What follows belongs to an exercise in optimizing a design on an open flow for small area, a short achievable clock period and few clock cycles; a production flow would make more cautious choices.
The RTL of this run was laid out without a check of its function.
No activity file was given, so power comes from the tool's default toggle rates.

### flow/config.mk
export PLATFORM = sky130hd
export DESIGN_NAME = blind_frame_rx
export DESIGN_NICKNAME = blind_frame_rx
export VERILOG_FILES = /design/flow/design.v
export SDC_FILE = /design/flow/constraint.sdc
export NUM_CORES = 4
export LEC_CHECK = 0
export CAP_MARGIN = 20
export CORE_MARGIN = 2
export CORE_UTILIZATION = 40
export SLEW_MARGIN = 20
### flow/constraint.sdc
create_clock -name core_clock -period 9.0 [get_ports {clk}]
set_input_delay 1.8000 -clock core_clock [delete_from_list [all_inputs] [get_ports {clk}]]
set_output_delay 1.8000 -clock core_clock [all_outputs]
set_load 0.01 [all_outputs]
### flow/design.v
module blind_frame_rx (
    input  wire       clk,
    input  wire       rst,         
    input  wire       in_valid,
    input  wire [7:0] in_data,
    output reg        in_ready,
    output reg        evt_valid,
    output reg  [1:0] evt_code,    
    output reg  [7:0] evt_arg0,
    output reg  [7:0] evt_arg1,
    output reg        pay_valid,
    output reg  [7:0] pay_data,
    output reg        pay_last,
    input  wire       pay_ready
);
    localparam [1:0] EV_NOISE    = 2'd0;
    localparam [1:0] EV_OVERFLOW = 2'd1;
    localparam [1:0] EV_FRAME    = 2'd2;
    localparam [1:0] EV_CRC_ERR  = 2'd3;
    localparam KW = 5;                  
    localparam KR = 5;                  
    localparam NW = 256 >> KW;
    localparam NR = 256 >> KR;
    function [7:0] crc8_step;
        input [7:0] a;
        input [7:0] b;
        integer i;
        reg [7:0] c;
        begin
            c = a ^ b;
            for (i = 0; i < 8; i = i + 1)
                c = c[7] ? ((c << 1) ^ 8'h07) : (c << 1);
            crc8_step = c;
        end
    endfunction
    reg       a_v, b_v;
    reg [7:0] a_d, b_d;
    wire      push = in_valid && in_ready;
    wire      pop;
    always @(posedge clk) begin
        if (rst) begin
            a_v      <= 1'b0;
            b_v      <= 1'b0;
            in_ready <= 1'b1;
        end else begin
            if (!a_v || pop) begin
                a_v <= b_v || push;
                a_d <= b_v ? b_d : in_data;
                b_v <= b_v && push;       
                in_ready <= 1'b1;
            end else if (push) begin
                b_v <= 1'b1;
                b_d <= in_data;
                in_ready <= 1'b0;
            end
        end
    end
    reg  [7:0] ph;                      
    reg  [7:0] ring [0:255];
    wire [NW-1:0] wsel;
    reg  [7:0] wdata;
    genvar g;
    generate
        for (g = 0; g < 256; g = g + 1) begin : st
            if ((g % (1 << KW)) == 1) begin : wt
                always @(posedge clk)
                    ring[g] <= wsel[g >> KW] ? wdata : ring[g - 1];
            end else begin : sh
                always @(posedge clk)
                    ring[g] <= ring[(g + 255) % 256];
            end
        end
    endgenerate
    reg  [8:0] w, c, fs, r;             
    reg  [8:0] n;                       
    reg  [7:0] len, id, crc;
    reg        big;                     
    wire       w_al   = (ph[KW-1:0] == w[KW-1:0]);
    wire       w_full = (w[8] != r[8]) && (w[7:0] == r[7:0]);
    assign     pop    = a_v && w_al && !w_full;
    wire [7-KW:0] wtap = ph[7:KW] - w[7:KW];
    genvar j;
    generate
        for (j = 0; j < NW; j = j + 1) begin : ws
            assign wsel[j] = pop && (wtap == j);
        end
    endgenerate
    wire [7:0] b        = a_d;
    wire       st_noise = (n == 9'd0) && (b != 8'hAA);
    wire       st_start = (n == 9'd0) && (b == 8'hAA);
    wire       st_id    = (n == 9'd1);
    wire       st_len   = (n == 9'd2);
    wire       st_ovf   = n[8];
    wire       st_end   = !big && (n[7:0] == len + 8'd3) && (n >= 9'd3) && !n[8];
    wire       st_pay   = (n >= 9'd3) && !n[8] && !st_end;
    wire       crc_ok   = (crc == b);
    wire       len_big  = (b > 8'd252);
    always @(*) begin
        wdata = 8'h00;
        if (st_len && !len_big)
            wdata = b;
        else if (st_pay && !big)
            wdata = b;
    end
    always @(posedge clk) begin
        if (rst) begin
            ph        <= 8'd0;
            w         <= 9'd0;
            c         <= 9'd0;
            fs        <= 9'd0;
            n         <= 9'd0;
            big       <= 1'b0;
            evt_valid <= 1'b0;
        end else begin
            ph        <= ph + 8'd1;
            evt_valid <= 1'b0;
            if (pop) begin
                w <= w + 9'd1;
                if (st_noise) begin
                    c         <= w + 9'd1;
                    evt_valid <= 1'b1;
                    evt_code  <= EV_NOISE;
                    evt_arg0  <= b;
                    evt_arg1  <= 8'h00;
                end else if (st_ovf) begin
                    c         <= w + 9'd1;
                    n         <= 9'd0;
                    evt_valid <= 1'b1;
                    evt_code  <= EV_OVERFLOW;
                    evt_arg0  <= b;
                    evt_arg1  <= 8'h00;
                end else if (st_end) begin
                    n         <= 9'd0;
                    evt_valid <= 1'b1;
                    if (crc_ok) begin
                        c        <= w + 9'd1;
                        evt_code <= EV_FRAME;
                        evt_arg0 <= id;
                        evt_arg1 <= len;
                    end else begin
                        w        <= fs;
                        evt_code <= EV_CRC_ERR;
                        evt_arg0 <= crc;
                        evt_arg1 <= b;
                    end
                end else begin
                    n <= n + 9'd1;
                    if (st_start || st_id) begin
                        c <= w + 9'd1;
                    end
                    if (st_id) begin
                        id  <= b;
                        crc <= crc8_step(8'h00, b);
                    end
                    if (st_len) begin
                        len <= b;
                        big <= len_big;
                        fs  <= w;
                        if (len_big) c <= w + 9'd1;
                    end
                    if (st_len || st_pay)
                        crc <= crc8_step(crc, b);
                    if (st_pay && big)
                        c <= w + 9'd1;
                end
            end
        end
    end
    reg  [7:0] rem;                     
    wire       r_al   = (ph[KR-1:0] == r[KR-1:0]);
    wire [7-KR:0] rtap   = ph[7:KR] - r[7:KR];
    wire [7:0] rdata  = ring[{rtap, {KR{1'b0}}}];
    wire       r_avail = (r != c) && r_al;
    wire       out_free = !pay_valid || pay_ready;
    wire       rd_hdr = r_avail && (rem == 8'd0);
    wire       rd_pay = r_avail && (rem != 8'd0) && out_free;
    always @(posedge clk) begin
        if (rst) begin
            r         <= 9'd0;
            rem       <= 8'd0;
            pay_valid <= 1'b0;
        end else begin
            if (pay_valid && pay_ready)
                pay_valid <= 1'b0;
            if (rd_hdr) begin
                r   <= r + 9'd1;
                rem <= rdata;
            end else if (rd_pay) begin
                r         <= r + 9'd1;
                rem       <= rem - 8'd1;
                pay_valid <= 1'b1;
                pay_data  <= rdata;
                pay_last  <= (rem == 8'd1);
            end
        end
    end
endmodule
### flow/run.sh
#!/bin/bash
# synth_recipe.tcl (not shown) runs the flow's synth.tcl, then flattens the netlist and writes it again
# the make line also repeats each setting of config.mk as NAME=value (left out here)
make -C /OpenROAD-flow-scripts/flow DESIGN_CONFIG=/design/flow/config.mk WORK_HOME=/design/flow/orfs CLKGATE_MAP_FILE= SYNTH_SCRIPT=/design/flow/synth_recipe.tcl finish
==> run notes <==
[cell families (layout without fill, tap and decap cells)]
logic type / after synthesis / after routing / share of synthesized area (%)
simple gates: 387 / 387 / 3.649
compound gates: 178 / 178 / 2.280
other cells: 0 / 5 / 0
xor+xnor: 100 / 100 / 1.792
flops: 2182 / 2182 / 89.21
buf+inv: 98 / 416 / 0.7927
mux: 67 / 67 / 1.671
fa+ha+maj: 23 / 23 / 0.6090
[critical path, delay by kind of cell, from the launching register on]
family,cells,cell delay (ps)
buffers and inverters,1,420
adder cells (fa/ha/maj),1,330
AO/OA/AOI/OAI,2,580
AND/OR/NAND/NOR,4,1520
flip-flops,1,580
[final cells by class]
cell class              count  area share (%)
well taps                1637           3.494
diodes                      5         0.02135
clock inverters            79           1.806
clock buffers             264           9.478
repair buffers             51          0.8197
flip-flops and latches   2182           75.67
inverters                  22          0.1409
multi-input cells         755           8.569
[worst paths after layout]
check | startpoint | end | slack [ps] | depth (start not counted)
worst min-delay path | ring[127][1]$_DFF_P_ | ring[128][1]$_DFF_P_ | 290 | 0
worst max register to register | a_d[4]$_DFFE_PP_ | evt_arg1[2]$_SDFFCE_PN0P_ | 5180 | 8
worst min register to register | ring[127][1]$_DFF_P_ | ring[128][1]$_DFF_P_ | 290 | 0
worst max-delay path | a_d[4]$_DFFE_PP_ | evt_arg1[2]$_SDFFCE_PN0P_ | 5180 | 8
[sequential cells by signal, summed over array words and instances, names as in the netlist, 9 cells and up]
signal and cells:
n 9, ring 2048, r 9, c 9, fs 9, w 9
[cell usage in the layout (no fill, tap or decap), types with 14 or more instances in the layout]
master and n:
bufinv_16 14, nand3_1 30, o31ai_1 26, edfxtp_1 67
o21ai_0 72, nand2_1 173, nor2b_1 14, xor2_1 45
dfxtp_1 2115, a21oi_1 25, xnor2_1 54, ha_1 21
mux2i_1 41, and3_1 15, nor2_1 72, clkdlybuf4s50_1 40
nand4_1 16, clkbuf_1 24, nor3_1 16, mux2_2 14
clkbuf_16 192, clkinv_2 35, inv_1 21, clkbuf_8 48
[where the power goes]
part           switching (mW)  internal [mW]
Combinational           0.221          0.136
Clock                    3.40           4.76
Sequential             0.0468           9.75
[per-layer routing]
metal / up-vias / part of all wire, %
li1: 10160 / -
met1: 9672 / 53
met2: 427 / 39
met3: 149 / 5.0
met4: 2 / 3.1
met5: - / 0.019
==> run_results.csv <==
group,metric,value,unit
placement,pre_cts_ws,5131,ps
layout,syn_to_final_growth,17.89,%
floorplan,die_w,356.6,µm
timing,fmax,262.0,MHz
worst_setup_path,critPathRequiredTime,9400,ps
timing,tns,0,ps
global_route,met3_usage,2.880,%
global_route,antenna_found_initial,3,
timing,skew,60.27,ps
clocking,cts-hold-fix-buffers,0,
placement,place_area,51970,µm²
worst_setup_path,critical_path.max_fanout,26,
floorplan,core,123500,µm²
yosys,yosysTopAreaCellShare,85.16,%
placement,post-dp-hpwl,41.53,mm
floorplan,die-area,127100,µm²
global_route,grt_max_degree,65,
worst_setup_path,critical-path-max-stage-delay,750,ps
worst_setup_path,start_kind,"flop",
worst_hold_path,worstHoldPathType,"flop to flop",
layout,drive_above_1_share,11.33,%
timing,worstMarginPinSlew,1016,ps
yosys,synthDistinctLibCells,72,
global_route,grtUsageMet1,16.23,%
drt,ant_nets,0,
yosys,synth_edf_count,67,
yosys,synth_nets,3070,
yosys,synth_top_flop_cell,"dfxtp_1",
yosys,synthTopCellsByCount,"dfxtp_1, nand2_1, nor2_1, o21ai_0, edfxtp_1",
global_route,grt_first_pass_wirelength,107.2,mm
clocking,numClockSinks,2182,
yosys,yosys.area.top_type,"dfxtp_1",
timing,fin_hold_ws,289.7,ps
yosys,ys_warn_count,2,
layout,stdcell_count,4995,
clocking,cts_root_buffer,"clkbuf_16",
global_route,grt.busiest_layer,"met1",
clocking,post_cts_buffers,0,
drt,drcViolationCount,0,
clocking,clockBufferDepth,3,
timing,maxSlewViolCount,0,
global_route,grt_overflow,0,
timing,post-route-period-util,42.41,%
placement,gp_congestion,0.8056,
worst_setup_path,crit_chain,"clkinv_1 > ha_1 > nor2b_1 > a21boi_0 > and2_1 > or2_2 > a21o_4 > nor2b_2",
timing,finalSetupViolCount,0,
run,drv_cap,0,
clocking,clk_latency,790,ps
drt,drt_iter0_drc,1249,
pwr,ir_worst_vdd,0.0002116,V
worst_setup_path,slowest_stage,"nor2b_2",
clocking,cts_tree,"yes",
drt,viasPerCell,4.086,
yosys,ys_seq_elements,2182,
layout,multi_input_area,5022,µm²
placement,port_buffers,41,
global_route,grt_usage,10.96,%
drt,wl_per_cell,13.72,µm
layout,ff_latch_area,44350,µm²
clocking,cts-resized-gates,0,
layout,fin_area,58610,µm²
layout,nFillCells,10430,
drt,wirelength,68.52,mm
yosys,synth_seq_area_share,89.21,%
worst_setup_path,cp-end-kind,"flop",
timing,layout_min_cycle_time,3817,ps
timing,finalWorstSetupSlack,5183,ps
timing,hold_viol,0,
yosys,async_flop_share,0,%
yosys,syn-cell-area,49720,µm²
timing,rsz0062_at_grt,"no",
outcome,outcome,"no timing/DRC/antenna violations",
yosys,yosysMostFrequentCell,"dfxtp_1",
layout,nNetsFinal,3236,
yosys,synthCells,3035,
yosys,synth.avg_cell_area,16.38,µm²
layout,fin_util,47.47,%
worst_setup_path,critPathArrivalTime,4210,ps
pwr,power.total,18.31,mW
clocking,htree_levels,4,
global_route,grt_pass1_vias,19540,
yosys,synthTopCellsByArea,"dfxtp_1, edfxtp_1, nand2_1",
pwr,powerDensity,312.4,nW/µm²
pwr,p_leak,22.96,nW
placement,dpl.cell_count,4647,
floorplan,floorplan.initialDensity,40.27,%
worst_setup_path,critPathKind,"flop to flop",
drt,num_vias,20410,
drt,firstDrtPassIters,5,
clocking,numCtsBuffers,189,
timing,maxSlewHeadroom,32.13,%
clocking,clk_pin_slew_worst_paths,70,ps
global_route,gr-usage-met2,14.75,%
floorplan,fp-row-count,129,
floorplan,io_pins,42,
floorplan,dieHeight,356.6,µm

-- re-timing with driven ports --
Ports are ideal in the flow. The routed layout listed here was re-timed in OpenROAD. Step 1 assumes that a clkbuf_16 drives the clock port and a buf_2 every other input. Step 2 adds t to the input delays and takes it off the output delays; t is the mean of the earliest and latest rising clock arrival at the registers after step 1. Input paths then give back, and output paths get back, about the clock's delay inside the block. Three values: ideal ports, drivers, drivers and shift; two values: the first two.
t (ns): 0.833
slack for setup (ns): 5.183 / 5.183 / 5.036
latest minus earliest clock arrival (ns): 0.064 / 0.064
After both steps this run still meets setup and hold. For this run, drivers alone change the setup slack by 0.000 ns; drivers and shift together by -0.147 ns.
